What follows belongs to an exercise in optimizing a design on an open flow for small area; a production flow would make more cautious choices. Function was checked by simulation only, so behaviour that the tests miss may differ from the original. Power and IR drop assume default switching activity.

Setup of alpha:
Design crc_frame_enc, start of the top module:
module crc_frame_enc (
    input  wire        clk,
    input  wire        rst,         
    input  wire        cmd_valid,
    output wire        cmd_ready,
    input  wire [15:0] cmd,
    output wire        rsp_valid,
    output wire [2:0]  rsp_kind,
    output wire [63:0] rsp_data
);
    localparam integer RL = 528;            
    localparam [3:0] T_OK    = 4'd0;
    localparam [3:0] T_VAL16 = 4'd1;
    localparam [3:0] T_BOOL  = 4'd2;
    localparam [3:0] T_END   = 4'd4;
    localparam [3:0] T_STAT  = 4'd5;
    localparam [1:0] PH_LOAD  = 2'd0;
    localparam [1:0] PH_EMIT  = 2'd1;
    localparam [1:0] PH_DONE  = 2'd2;
    localparam [1:0] PH_FAULT = 2'd3;
    localparam [1:0] M_IDLE = 2'd0;
    localparam [1:0] M_RUN  = 2'd1;         
    localparam [1:0] M_SCAN = 2'd2;         
    localparam [1:0] M_BOOT = 2'd3;         
    reg [RL-1:0] ring;                      
  ...
==> flow/config.mk <==
export PLATFORM = sky130hd
export DESIGN_NAME = crc_frame_enc
export DESIGN_NICKNAME = crc_frame_enc
export VERILOG_FILES = /design/flow/design.v
export SDC_FILE = /design/flow/constraint.sdc
export NUM_CORES = 4
export LEC_CHECK = 0
export CAP_MARGIN = 20
export CORE_MARGIN = 2
export CORE_UTILIZATION = 65
export PLACE_DENSITY = 0.8
export SLEW_MARGIN = 20
==> flow/constraint.sdc <==
create_clock -name core_clock -period 6.5 [get_ports {clk}]
set_input_delay 1.3000 -clock core_clock [delete_from_list [all_inputs] [get_ports {clk}]]
set_output_delay 1.3000 -clock core_clock [all_outputs]
set_load 0.01 [all_outputs]
standard.sh (not shown) runs the stock make flow with config.mk's settings and CLKGATE_MAP_FILE= SYNTH_SCRIPT=/design/flow/synth_recipe.tcl, a recipe that flattens the netlist after the stock synthesis.
==> flow/flow/run.sh <==
#!/bin/bash
# Own layout flow: the standard ORFS flow (standard.sh), changed only in how the
# layout is made:
#  1. ABC maps the standard synthesis's logic with an area script (flow/area.abc)
#     instead of ORFS's speed script, which buffers and upsizes. Every other synthesis
#     step, the registers and their names are those of synth_recipe.tcl.
#  2. Every port still gets a buffer, but a sky130_fd_sc_hd__buf_1.
#  3. CTS inserts no dummy loads; its buffer list and clustering are set below.
# Each tool's full output stays in orfs/logs/ (one log per step); make's output is in
# flow.log.
set -euo pipefail
W=$PWD
F=$W/flow
{ head -n 1 synth_recipe.tcl; cat "$F/abc_proc.tcl"; tail -n +2 synth_recipe.tcl; } > my_synth.tcl
sed "s#$W/synth_recipe.tcl#$W/my_synth.tcl#" standard.sh > my_standard.sh
grep -q my_synth.tcl my_standard.sh
export MY_ABC_SCRIPT=$F/area.abc
export BUFFER_PORTS_ARGS="-buffer_cell sky130_fd_sc_hd__buf_1"
export CTS_ARGS="-sink_clustering_enable -repair_clock_nets -dont_use_dummy_load -buf_list sky130_fd_sc_hd__clkbuf_8 -sink_clustering_size 22 -sink_clustering_max_diameter 80"
bash my_standard.sh > flow.log 2>&1
==> flow/flow/abc_proc.tcl <==
# Map with an area-oriented ABC script instead of ORFS's (which buffers and upsizes for speed).
proc abc {args} {
  set out {}
  set skip 0
  foreach a $args {
    if {$skip} { set skip 0; continue }
    if {$a eq "-script" || $a eq "-D"} { set skip 1; continue }
    lappend out $a
  }
  yosys abc -script $::env(MY_ABC_SCRIPT) {*}$out
}
==> flow/flow/area.abc <==
strash
&get -n
&deepsyn -J 100 -T 300
&put
strash
&get -n
&dch -f
&nf -R 1000
&put
Every stage of the flow completed for alpha, and the final layout passed the timing, design-rule and antenna checks.
Inputs modified between alpha and beta:
- CORE_UTILIZATION: 65 -> 60
- PLACE_DENSITY: 0.8 -> 0.7
-- flow/flow/run.sh --
<<< alpha, line 17
export MY_ABC_SCRIPT=$F/area.abc
export BUFFER_PORTS_ARGS="-buffer_cell sky130_fd_sc_hd__buf_1"
export CTS_ARGS="-sink_clustering_enable -repair_clock_nets -dont_use_dummy_load -buf_list sky130_fd_sc_hd__clkbuf_8 -sink_clustering_size 22 -sink_clustering_max_diameter 80"
bash my_standard.sh > flow.log 2>&1
>>> beta, line 17
export MY_ABC_SCRIPT=$F/area.abc
export BUFFER_PORTS_ARGS="-buffer_cell sky130_fd_sc_hd__buf_1"
export CTS_ARGS="-sink_clustering_enable -repair_clock_nets -dont_use_dummy_load -buf_list sky130_fd_sc_hd__clkbuf_8 -sink_clustering_size 20 -sink_clustering_max_diameter 90"
bash my_standard.sh > flow.log 2>&1
==> flow/flow/area.abc <==
strash
&get -n
&deepsyn -T 20
&put
strash
&get -n
&dch -f
&nf -R 1000
&put
--- outcome ---
Changes observed in beta relative to alpha: total wirelength of the detailed-routed design decreased 4.0%; met1 usage now sits lower; share of cell area taken by flip-flops and latches now sits lower; final setup slack of the worst path went up by 120 ps.
Re relative contribution of the clock network to total power: beta is 1.1 points up on alpha.
Fmax | beta vs alpha | beta faster
In terms of multi-input gate share of the layout cell area, beta and alpha differ only marginally.
In the tables for alpha and beta, hold slack reads higher with beta.
As of beta, final standard cell count with taps included and fillers excluded had risen slightly compared to alpha.
beta against alpha; number of instances in the synthesized netlist is down slightly.

---

Setup of red:
Another version of the RTL of crc_frame_enc (not shown whole).
For scale: roughly 1,100 cells after synthesis, roughly 580 flip-flops, about 88 I/O pins, about 15,000 sq um of cells after synthesis.
clock: 6.5 ns
lec_check: 0
cap_margin: 20
core_margin: 2
core_utilization: 35
place_density: 0.55
slew_margin: 20
run.sh (not shown) runs the stock make flow with config.mk's settings and CLKGATE_MAP_FILE= SYNTH_SCRIPT=/design/flow/synth_recipe.tcl, a recipe that flattens the netlist after the stock synthesis.
Stock flow here: none of the scripts above is used.
red | stages: all done | timing, DRC, antenna: all pass
[inputs] blue vs red
Settings: CORE_UTILIZATION: 35 -> 60; PLACE_DENSITY: 0.55 -> 0.7.
==> flow/flow/run.sh (new file) <==
#!/bin/bash
# Own layout flow: the standard ORFS flow (standard.sh), changed only in how the
# layout is made:
#  1. ABC maps the standard synthesis's logic with an area script (flow/area.abc)
#     instead of ORFS's speed script, which buffers and upsizes. Every other synthesis
#     step, the registers and their names are those of synth_recipe.tcl.
#  2. Every port still gets a buffer, but a sky130_fd_sc_hd__buf_1.
#  3. CTS inserts no dummy loads; its buffer list and clustering are set below.
# Each tool's full output stays in orfs/logs/ (one log per step); make's output is in
# flow.log.
set -euo pipefail
W=$PWD
F=$W/flow
{ head -n 1 synth_recipe.tcl; cat "$F/abc_proc.tcl"; tail -n +2 synth_recipe.tcl; } > my_synth.tcl
sed "s#$W/synth_recipe.tcl#$W/my_synth.tcl#" standard.sh > my_standard.sh
grep -q my_synth.tcl my_standard.sh
export MY_ABC_SCRIPT=$F/area.abc
export BUFFER_PORTS_ARGS="-buffer_cell sky130_fd_sc_hd__buf_1"
export CTS_ARGS="-sink_clustering_enable -repair_clock_nets -dont_use_dummy_load -buf_list sky130_fd_sc_hd__clkbuf_8 -sink_clustering_size 20 -sink_clustering_max_diameter 50"
bash my_standard.sh > flow.log 2>&1
==> flow/flow/abc_proc.tcl (new file) <==
# Map with an area-oriented ABC script instead of ORFS's (which buffers and upsizes for speed).
proc abc {args} {
  set out {}
  set skip 0
  foreach a $args {
    if {$skip} { set skip 0; continue }
    if {$a eq "-script" || $a eq "-D"} { set skip 1; continue }
    lappend out $a
  }
  yosys abc -script $::env(MY_ABC_SCRIPT) {*}$out
}
==> flow/flow/area.abc (new file) <==
strash
&get -n
&st
&dch
&nf -R 1000
&put
==> flow/standard.sh (new file) <==
#!/bin/bash
# synth_recipe.tcl (not shown) runs the flow's synth.tcl, then flattens the netlist and writes it again
# the make line also repeats each setting of config.mk as NAME=value (left out here)
make -C /OpenROAD-flow-scripts/flow DESIGN_CONFIG=/design/flow/config.mk WORK_HOME=/design/flow/orfs CLKGATE_MAP_FILE= SYNTH_SCRIPT=/design/flow/synth_recipe.tcl "${@:-finish}"
removed: flow/run.sh
Wire length on met1, blue vs red: down by more than 10%. In blue relative to red, number of global-route vias before repair had gone down by more than 10%. blue gives more total routing usage reported by global routing than red did. blue reached the final stage; the timing, design-rule and antenna checks on its layout passed. Compared with red, blue shows a lower final hold slack. Half-perimeter wire length after detailed placement, blue vs red: down by more than 10%.
For green, these inputs were changed with respect to blue:
Settings: setting CTS_CLUSTER_SIZE to 20 for the first time; changing PLACE_DENSITY from 0.7 to 0.65; changing CORE_UTILIZATION from 60 to 50; setting CTS_BUF_LIST to sky130_fd_sc_hd__clkbuf_2 sky130_fd_sc_hd__clkbuf_4 sky130_fd_sc_hd__clkbuf_8 for the first time.
==> flow/run.sh (new file) <==
#!/bin/bash
# synth_recipe.tcl (not shown) runs the flow's synth.tcl, then flattens the netlist and writes it again
# the make line also repeats each setting of config.mk as NAME=value (left out here)
make -C /OpenROAD-flow-scripts/flow DESIGN_CONFIG=/design/flow/config.mk WORK_HOME=/design/flow/orfs CLKGATE_MAP_FILE= SYNTH_SCRIPT=/design/flow/synth_recipe.tcl finish
removed: flow/flow/run.sh
removed: flow/flow/abc_proc.tcl
removed: flow/flow/area.abc
removed: flow/standard.sh
### Flow results
Between green and blue, setup slack after layout is lower for green, blue comes in above that.
Relative to blue, green improves clock skew.
Of green and blue, the higher clock buffer instance count of the final layout belongs to green.
Diff blue -> green: die width saw an increase, via count saw an increase.
Register-to-register slack, green and blue: higher on green
On H-tree depth reported by CTS: between green and blue, it ends up higher for green.
Taking blue over green, the total non-filler cell area in the finished layout ratio works out to 0.862.

---

run 1:
crc_frame_enc, a different RTL version from the one above (not shown whole).
Size: roughly 940 cells after synthesis, ~580 flip-flops, about 88 I/O pins, ~14000 sq um of cells after synthesis.
Design crc_frame_enc, start of the top module:
module crc_frame_enc (
    input  wire        clk,
    input  wire        rst,         
    input  wire        cmd_valid,
    output wire        cmd_ready,
    input  wire [15:0] cmd,
    output wire        rsp_valid,
    output wire [2:0]  rsp_kind,
    output wire [63:0] rsp_data
);
    localparam integer RL = 528;            
    localparam [3:0] T_OK    = 4'd0;
    localparam [3:0] T_VAL16 = 4'd1;
    localparam [3:0] T_BOOL  = 4'd2;
    localparam [3:0] T_END   = 4'd4;
    localparam [3:0] T_STAT  = 4'd5;
    localparam [1:0] PH_LOAD  = 2'd0;
    localparam [1:0] PH_EMIT  = 2'd1;
    localparam [1:0] PH_DONE  = 2'd2;
    localparam [1:0] PH_FAULT = 2'd3;
    localparam [1:0] M_IDLE = 2'd0;
    localparam [1:0] M_RUN  = 2'd1;         
    localparam [1:0] M_SCAN = 2'd2;         
    localparam [1:0] M_BOOT = 2'd3;         
    reg [RL-1:0] ring;                      
    reg [15:0]   crc;                       
    reg [9:0]    p;
    reg          par;                       
    reg [6:0]    cnt;                       
    reg          slotv, slotb, cksv;
    reg [2:0]    err;                       
    reg [1:0]    mode;
    reg          f;                         
    reg          al;                        
    reg          nz;                        
    reg          rv;                        
    reg [3:0]    rt;
    wire [6:0] wp   = cksv ? 7'd64 : cnt;
    wire [3:0] seq  = cksv ? cnt[3:0] : 4'd0;
    wire       wp64 = cksv | cnt[6];
    wire [3:0] sq   = cnt[3:0];                 
    wire       repv = cksv & (sq != 4'd0);
    wire [7:0] op  = cmd[15:8];
    wire [7:0] opr = cmd[7:0];
    wire       oz  = (opr == 8'h00);
    wire is_rst   = (op == 8'h01);
    wire is_stat  = (op == 8'h02);
    wire is_init  = (op == 8'h10);
    wire is_upd   = (op == 8'h11);
    wire is_rd    = (op == 8'h12);
    wire is_chk   = (op == 8'h13);
    wire is_new   = (op == 8'h20);
    wire is_push  = (op == 8'h21);
    wire is_slot  = (op == 8'h22);
    wire is_start = (op == 8'h23);
    wire is_next  = (op == 8'h24);
  ...
Settings: LEC_CHECK=0, CAP_MARGIN=20, CORE_MARGIN=2, CORE_UTILIZATION=60, PLACE_DENSITY=0.7, SLEW_MARGIN=20; clock period 6.5 ns.
standard.sh (not shown) runs the stock make flow with config.mk's settings and CLKGATE_MAP_FILE= SYNTH_SCRIPT=/design/flow/synth_recipe.tcl, a recipe that flattens the netlist after the stock synthesis.
==> flow/flow/run.sh <==
#!/bin/bash
# Own layout flow: the standard ORFS flow (standard.sh), changed only in how the
# layout is made:
#  1. ABC maps the standard synthesis's logic with an area script (flow/area.abc)
#     instead of ORFS's speed script, which buffers and upsizes. Every other synthesis
#     step, the registers and their names are those of synth_recipe.tcl.
#  2. Every port still gets a buffer, but a sky130_fd_sc_hd__buf_1.
#  3. CTS inserts no dummy loads; its buffer list and clustering are set below.
# Each tool's full output stays in orfs/logs/ (one log per step); make's output is in
# flow.log.
set -euo pipefail
W=$PWD
F=$W/flow
{ head -n 1 synth_recipe.tcl; cat "$F/abc_proc.tcl"; tail -n +2 synth_recipe.tcl; } > my_synth.tcl
sed "s#$W/synth_recipe.tcl#$W/my_synth.tcl#" standard.sh > my_standard.sh
grep -q my_synth.tcl my_standard.sh
export MY_ABC_SCRIPT=$F/area.abc
export BUFFER_PORTS_ARGS="-buffer_cell sky130_fd_sc_hd__buf_1"
export CTS_ARGS="-sink_clustering_enable -repair_clock_nets -dont_use_dummy_load -buf_list sky130_fd_sc_hd__clkbuf_8 -sink_clustering_size 22 -sink_clustering_max_diameter 70"
bash my_standard.sh > flow.log 2>&1
==> flow/flow/abc_proc.tcl <==
# Map with an area-oriented ABC script instead of ORFS's (which buffers and upsizes for speed).
proc abc {args} {
  set out {}
  set skip 0
  foreach a $args {
    if {$skip} { set skip 0; continue }
    if {$a eq "-script" || $a eq "-D"} { set skip 1; continue }
    lappend out $a
  }
  yosys abc -script $::env(MY_ABC_SCRIPT) {*}$out
}
==> flow/flow/area.abc <==
strash
&get -n
&deepsyn -T 20
&put
strash
&get -n
&dch -f
&nf -R 1000
&put
Inputs modified between run 1 and run 2:
diff --git a/flow/flow/run.sh b/flow/flow/run.sh
--- a/flow/flow/run.sh
+++ b/flow/flow/run.sh
@@ -19 +19 @@
-export CTS_ARGS="-sink_clustering_enable -repair_clock_nets -dont_use_dummy_load -buf_list sky130_fd_sc_hd__clkbuf_8 -sink_clustering_size 22 -sink_clustering_max_diameter 70"
+export CTS_ARGS="-sink_clustering_enable -repair_clock_nets -dont_use_dummy_load -buf_list sky130_fd_sc_hd__clkbuf_8 -sink_clustering_size 20 -sink_clustering_max_diameter 50"
Results
- Share of power burned in the clock network (higher): run 2
- As far as die area goes, run 1 and run 2 are indistinguishable; the numbers are identical.
- Run 2: via count higher than run 1
Relative to run 2, the following input files were edited for run 3:
- a change of CAP_MARGIN from 20 to 0
- a change of SLEW_MARGIN from 20 to 0
Results
~same met1 usage in global routing in run 2 and run 3. Wire length came out exactly the same in run 2 and run 3. From run 2 to run 3, total power did not move at all. Reported for run 2 and run 3, count of state elements after synthesis turned out identical to the last digit. From run 3 to run 2, effective utilization at floorplan did not move at all. As far as post-route minimum period goes, run 3 and run 2 are indistinguishable; the numbers are identical. As far as first-pass GRT wire length goes, run 2 and run 3 are indistinguishable; the numbers are identical. Run 2 → run 3: number of DRC markers after the initial detailed-route iteration did not really move, share of the cycle needed by the critical path after routing did not really move, hold slack held steady.
For run 4, these inputs were changed with respect to run 3:
- SLEW_MARGIN: 0 -> 20
- CAP_MARGIN: 0 -> 20
diff --git a/flow/flow/run.sh b/flow/flow/run.sh
--- a/flow/flow/run.sh
+++ b/flow/flow/run.sh
@@ -19 +19 @@
-export CTS_ARGS="-sink_clustering_enable -repair_clock_nets -dont_use_dummy_load -buf_list sky130_fd_sc_hd__clkbuf_8 -sink_clustering_size 20 -sink_clustering_max_diameter 50"
+export CTS_ARGS="-sink_clustering_enable -repair_clock_nets -dont_use_dummy_load -buf_list sky130_fd_sc_hd__clkbuf_8 -sink_clustering_size 20 -sink_clustering_max_diameter 90"
[summary]
Run 4 vs run 3 on global routing met1 resource utilization: run 4 is the lower one.
Global-route usage: run 4 vs run 3 down 0.29 points
Against run 3, setup slack in run 4 came out worse.

-- re-timing with driven ports --
In the flow no input, the clock included, has a driving cell. The finished layouts below were timed again as built, in two steps. Step 1 (the two cells are an assumption about what drives the block):
set clk [get_ports {clk}]
set_driving_cell -lib_cell sky130_fd_sc_hd__clkbuf_16 $clk
set_driving_cell -lib_cell sky130_fd_sc_hd__buf_2 [delete_from_list [all_inputs] $clk]
Step 2 adds t to the input delays and takes it off the output delays; t is the mean of the earliest and latest rising clock arrival at the registers after step 1. Input paths then give back, and output paths get back, about the clock's delay inside the block. Slacks: no drivers / after step 1 / after step 2; pairs: no drivers / after step 1.
run | t (ns) | setup slack, ns | worst data-port slew with drivers (ns)
alpha | 0.603 | 0.870 / 0.851 / 0.579 | 0.04
beta | 0.574 | 0.994 / 0.972 / 0.510 | 0.04
red | 0.629 | 0.508 / 0.488 / 0.488 | 0.05
blue | 0.558 | 0.902 / 0.877 / 0.662 | 0.03
green | 0.626 | 0.579 / 0.559 / 0.559 | 0.04
run 1 | 0.611 | 0.797 / 0.775 / 0.601 | 0.04
run 2 | 0.567 | 0.807 / 0.785 / 0.562 | 0.04
run 3 | 0.567 | 0.807 / 0.785 / 0.562 | 0.04
run 4 | 0.566 | 0.781 / 0.759 / 0.576 | 0.04
After both steps setup and hold are still met in every run listed. The setup slack of beta, which loses most, moves by -0.022 ns with the drivers and by -0.484 ns with both steps.
